What follows belongs to an exercise in optimizing a design on an open flow for small area, a short achievable clock period and few clock cycles; a production flow would make more cautious choices. RTL that was checked went through simulation tests only; none was proved equivalent to the original.

==> inputs of v13 <==
## tm_core
module tm_core (
    input  wire        clk,
    input  wire        rst,           
    input  wire [15:0] img_len,       
    output wire        mem_req,
    output wire        mem_we,
    output wire [15:0] mem_addr,
    output wire [15:0] mem_wdata,
    input  wire        mem_gnt,
    input  wire        mem_rvalid,
    input  wire [15:0] mem_rdata,
    output wire [1:0]  status,        
    output wire [2:0]  fault_kind,
    output wire        fault_write,
    output wire [15:0] fault_addr,
    output wire [15:0] ip_o,
    output wire [15:0] len_o
);
==> flow/config.mk <==
export PLATFORM = sky130hd
export DESIGN_NAME = tm_core
export DESIGN_NICKNAME = tm_core
export VERILOG_FILES = /design/flow/design.v
export SDC_FILE = /design/flow/constraint.sdc
export NUM_CORES = 4
export LEC_CHECK = 0
export CAP_MARGIN = 20
export CORE_MARGIN = 2
export CORE_UTILIZATION = 55
export PLACE_DENSITY = 0.7
export SLEW_MARGIN = 20
==> flow/constraint.sdc <==
create_clock -name core_clock -period 30.0 [get_ports {clk}]
set_input_delay 6.0000 -clock core_clock [delete_from_list [all_inputs] [get_ports {clk}]]
set_output_delay 6.0000 -clock core_clock [all_outputs]
set_load 0.01 [all_outputs]
standard.sh (not shown) runs the stock make flow with config.mk's settings and CLKGATE_MAP_FILE= SYNTH_SCRIPT=/design/flow/synth_recipe.tcl, a recipe that flattens the netlist after the stock synthesis.
==> flow/flow/run.sh <==
#!/bin/bash
set -euo pipefail
bash standard.sh SETUP_SLACK_MARGIN=22 "BUFFER_PORTS_ARGS=-buffer_cell sky130_fd_sc_hd__buf_4" finish > layout.log 2>&1
==> v39 (differences from v13) <==
==> flow/flow/run.sh (replaced) <==
#!/bin/bash
set -euo pipefail
bash standard.sh SETUP_SLACK_MARGIN=22.5 "BUFFER_PORTS_ARGS=-buffer_cell sky130_fd_sc_hd__buf_4" finish > layout.log 2>&1
==> flow/config.mk (replaced) <==
export PLATFORM = sky130hd
export DESIGN_NAME = tm_core
export DESIGN_NICKNAME = tm_core
export VERILOG_FILES = /design/flow/design.v
export SDC_FILE = /design/flow/constraint.sdc
export NUM_CORES = 4
export LEC_CHECK = 0
export CAP_MARGIN = 20
export CORE_MARGIN = 2
export CORE_UTILIZATION = 40
export PLACE_DENSITY = 0.6
export SLEW_MARGIN = 20
==> v24 (differences from v13) <==
==> flow/config.mk (replaced) <==
export PLATFORM = sky130hd
export DESIGN_NAME = tm_core
export DESIGN_NICKNAME = tm_core
export VERILOG_FILES = /design/flow/design.v
export SDC_FILE = /design/flow/constraint.sdc
export NUM_CORES = 4
export LEC_CHECK = 0
export CAP_MARGIN = 20
export CORE_MARGIN = 2
export CORE_UTILIZATION = 40
export PLACE_DENSITY = 0.6
export SLEW_MARGIN = 20
==> v11 (differences from v13) <==
--- a/flow/design.v
+++ b/flow/design.v
@@ -123,18 +123,18 @@
     wire isB  = (op >= 4'd6) && (op <= 4'd11);
     wire is5  = isA | isB;
     wire isP  = (op == 4'd13) | (op == 4'd14);        
     wire [2:0] w = (op == 4'd0 || op == 4'd15) ? 3'd1 : (op >= 4'd12) ? 3'd2 : 3'd5;
     wire [16:0] dl    = rca(len, ~ip, 1'b1);          
     wire        abn   = chkv & abn_r;
     wire        trunc = chkv & ({1'b0, dls_r} < {2'b00, w});
     wire        ok    = opvc & chkv & ~abn_r & ~opbad & ~trunc;
-    wire [15:0] chk_x = (as == O_RAW) ? a : (bs == O_RAW) ? b : t;
-    wire        x_bad = geq(chk_x, len);
+    wire a_bad = geq(a, len);
+    wire b_bad = geq(b, len);
     reg  t_bad, tvr;                  
     wire a_done = (as == O_VAL);
     wire b_done = (bs == O_VAL);
     wire afault = (as == O_RD) & abad;
     wire a_res  = ((as == O_RD) & ~abad) | a_done;
     wire bfault = (bs == O_RD) & bbad & a_res;
     wire        sub   = (op != 4'd1) & (op != 4'd14) & (xs != X_FIX);
     wire [15:0] alu_y = (op == 4'd14) ? len : b;
@@ -357,20 +357,20 @@
             bs     <= O_NONE;
             abad   <= 1'b0;
             bbad   <= 1'b0;
             tv     <= 1'b0;
             xs     <= X_RUN;
             chkv   <= 1'b0;
         end else begin
             chkv <= ~kill;
-            t_bad <= x_bad;
+            t_bad <= geq(t, len);
             al_c  <= alu[16];
             al_v  <= a_done & ~kill & ~adv5;
-            tvr   <= tv & ~kill & ~adv5 & (as != O_RAW) & (bs != O_RAW);
+            tvr   <= tv & ~kill & ~adv5;
             begin : tq
                 reg [3:0] q [0:2];
                 reg [1:0] c;
                 q[0] = drop(q0, kill);
                 q[1] = drop(q1, kill);
                 q[2] = drop(q2, kill);
                 c = cnt;
                 if (rv) begin
@@ -474,18 +474,18 @@
                         if (cs) opr0 <= acc[3:0]; else opr1 <= acc[3:0];
                         opb[~cs] <= (acc[15:4] != 12'd0);
                         ov[~cs] = 1'b1;
                     end
                     if (h1 && pn == 2'd2) begin
                         f1 <= acc; fv[~cs] = 1'b1;
                     end
                 end
-                if (!kill && !adv5 && as == O_RAW) ba = x_bad;
-                if (!kill && !adv5 && as != O_RAW && bs == O_RAW) bb = x_bad;
+                if (!kill && !adv5 && as == O_RAW) ba = a_bad;
+                if (!kill && !adv5 && bs == O_RAW) bb = b_bad;
                 if (!kill && !adv5 && req_r && !we_r && kind_r[3] != cs && kind_r[2:0] == 3'd1)
                     k1 = (t == addr_r) & isA;
                 if (rd_go) begin
                     if (kill || adv5) begin
                         m = m | (5'd1 << r_kind[2:0]);
                     end else if (r_kind[2:0] == K_OA) begin
                         sa = O_RD;
                     end else if (r_kind[2:0] == K_OB) begin
==> flow/flow/run.sh (replaced) <==
#!/bin/bash
# Standard ORFS layout, with timing repair aiming well below the clock period
# (the constraints are the design's; only repair_timing's setup margin changes).
set -euo pipefail
bash standard.sh SETUP_SLACK_MARGIN=22 finish > layout.log 2>&1
==> flow/config.mk (replaced) <==
export PLATFORM = sky130hd
export DESIGN_NAME = tm_core
export DESIGN_NICKNAME = tm_core
export VERILOG_FILES = /design/flow/design.v
export SDC_FILE = /design/flow/constraint.sdc
export NUM_CORES = 4
export LEC_CHECK = 0
export CAP_MARGIN = 20
export CORE_MARGIN = 2
export CORE_UTILIZATION = 40
export PLACE_DENSITY = 0.6
export SLEW_MARGIN = 20
==> impl_metrics.toml <==
[die]
die-area_um2 = 55800
die_x_um = 236
die_y_um = 236

[timing]
skew_ns = 0.0264

[outcome]
status = "timing/DRC/antenna clean"

[setup_path]
cp_slowest_cell = "edfxtp_1"

[layout]
nets = 2818
n_all_inverters = 148
fillers = 5324

[power_and_ir_drop]
intPower_mw = 0.765

[yosys]
synth_simple_gate_area_share_pct = 18.3

[route]
drtIter0Drc = 3131
The numbers above come from v11.

==> impl_metrics.toml <==
[timing]
finalCritPeriodShare_pct = 26.3
skew_ns = 0.0134

[yosys]
synth_simple_gate_area_share_pct = 19.3

[die]
die_y_um = 201
die_x_um = 201

[setup_path]
cp_slowest_cell = "nor2b_1"
cp.depth = 7

[power_and_ir_drop]
intPower_mw = 0.727

[outcome]
status = "timing/DRC/antenna clean"

[layout]
fin_cells = 3139
seq_area_um2 = 5490
fillers = 3501
nets = 2816

[route]
drtIter0Drc = 3192
The numbers above come from v13.

==> impl_metrics.toml <==
[layout]
fillers = 5122
n_all_inverters = 138
nets = 2820

[die]
die_x_um = 235
die-area_um2 = 55100

[yosys]
synth_simple_gate_area_share_pct = 19.3
synth_mux_area_share_pct = 7.56

[timing]
worst_slew_pin_slew_ns = 1.06
skew_ns = 0.0125

[outcome]
status = "timing/DRC/antenna clean"

[setup_path]
cp_slowest_cell = "dfxtp_1"

[power_and_ir_drop]
intPower_mw = 0.725
The numbers above come from v39.

==> impl_metrics.toml <==
[setup_path]
critPathMaxFanout = 5
worstReg2RegEnd = "dls_r[1]"
cp_slowest_cell = "nor3_2"

[outcome]
status = "timing/DRC/antenna clean"

[layout]
fillers = 5211
nets = 2812
n_all_inverters = 138

[power_and_ir_drop]
p_switching_mw = 0.478
intPower_mw = 0.723

[die]
die-area_um2 = 55100
die_y_um = 235

[route]
drtIter0Drc = 2837

[cts]
clock_sinks = 201

[grt]
grt_first_pass_wirelength_mm = 131

[timing]
skew_ns = 0.0152
setup_ws_ns = 22.18
The numbers above come from v24.

Testbench counts of v13, summed over its fixed seeds: cycles 663,258.
Testbench counts of v39, summed over its fixed seeds: cycles 663,258.
Testbench counts of v24, summed over its fixed seeds: cycles 663,258.
For v11, only the layout was checked, not whether the RTL still works.

[separate check: timing with driven ports]
How much do the figures lean on ideal ports? The routed layouts below were timed once more, with nothing changed but the port constraints. Step 1, drivers: a clkbuf_16 drives clk and a buf_2 each remaining input, both assumed. Step 2 adds t to the input delays and takes it off the output delays; t is the mean of the earliest and latest rising clock arrival at the registers after step 1. Input paths then give back, and output paths get back, about the clock's delay inside the block. Three values: ideal, step 1, step 2; two values: the first two.
run | shift t [ns] | setup slack, ns | worst hold slack (ns) | worst setup path after step 2
v13 | 0.626 | 22.102 / 22.138 / 21.512 | 0.454 / 0.454 / 0.454 | input to register
v39 | 0.608 | 22.542 / 22.485 / 22.064 | 0.456 / 0.456 / 0.456 | input to register
v24 | 0.619 | 22.185 / 22.185 / 21.602 | 0.475 / 0.475 / 0.475 | input to register
v11 | 0.642 | 22.011 / 21.949 / 21.496 | 0.452 / 0.452 / 0.452 | input to register
After both steps every run listed still meets setup and hold. The setup slack of v13, which loses most, moves by +0.036 ns with the drivers and by -0.590 ns with both steps.
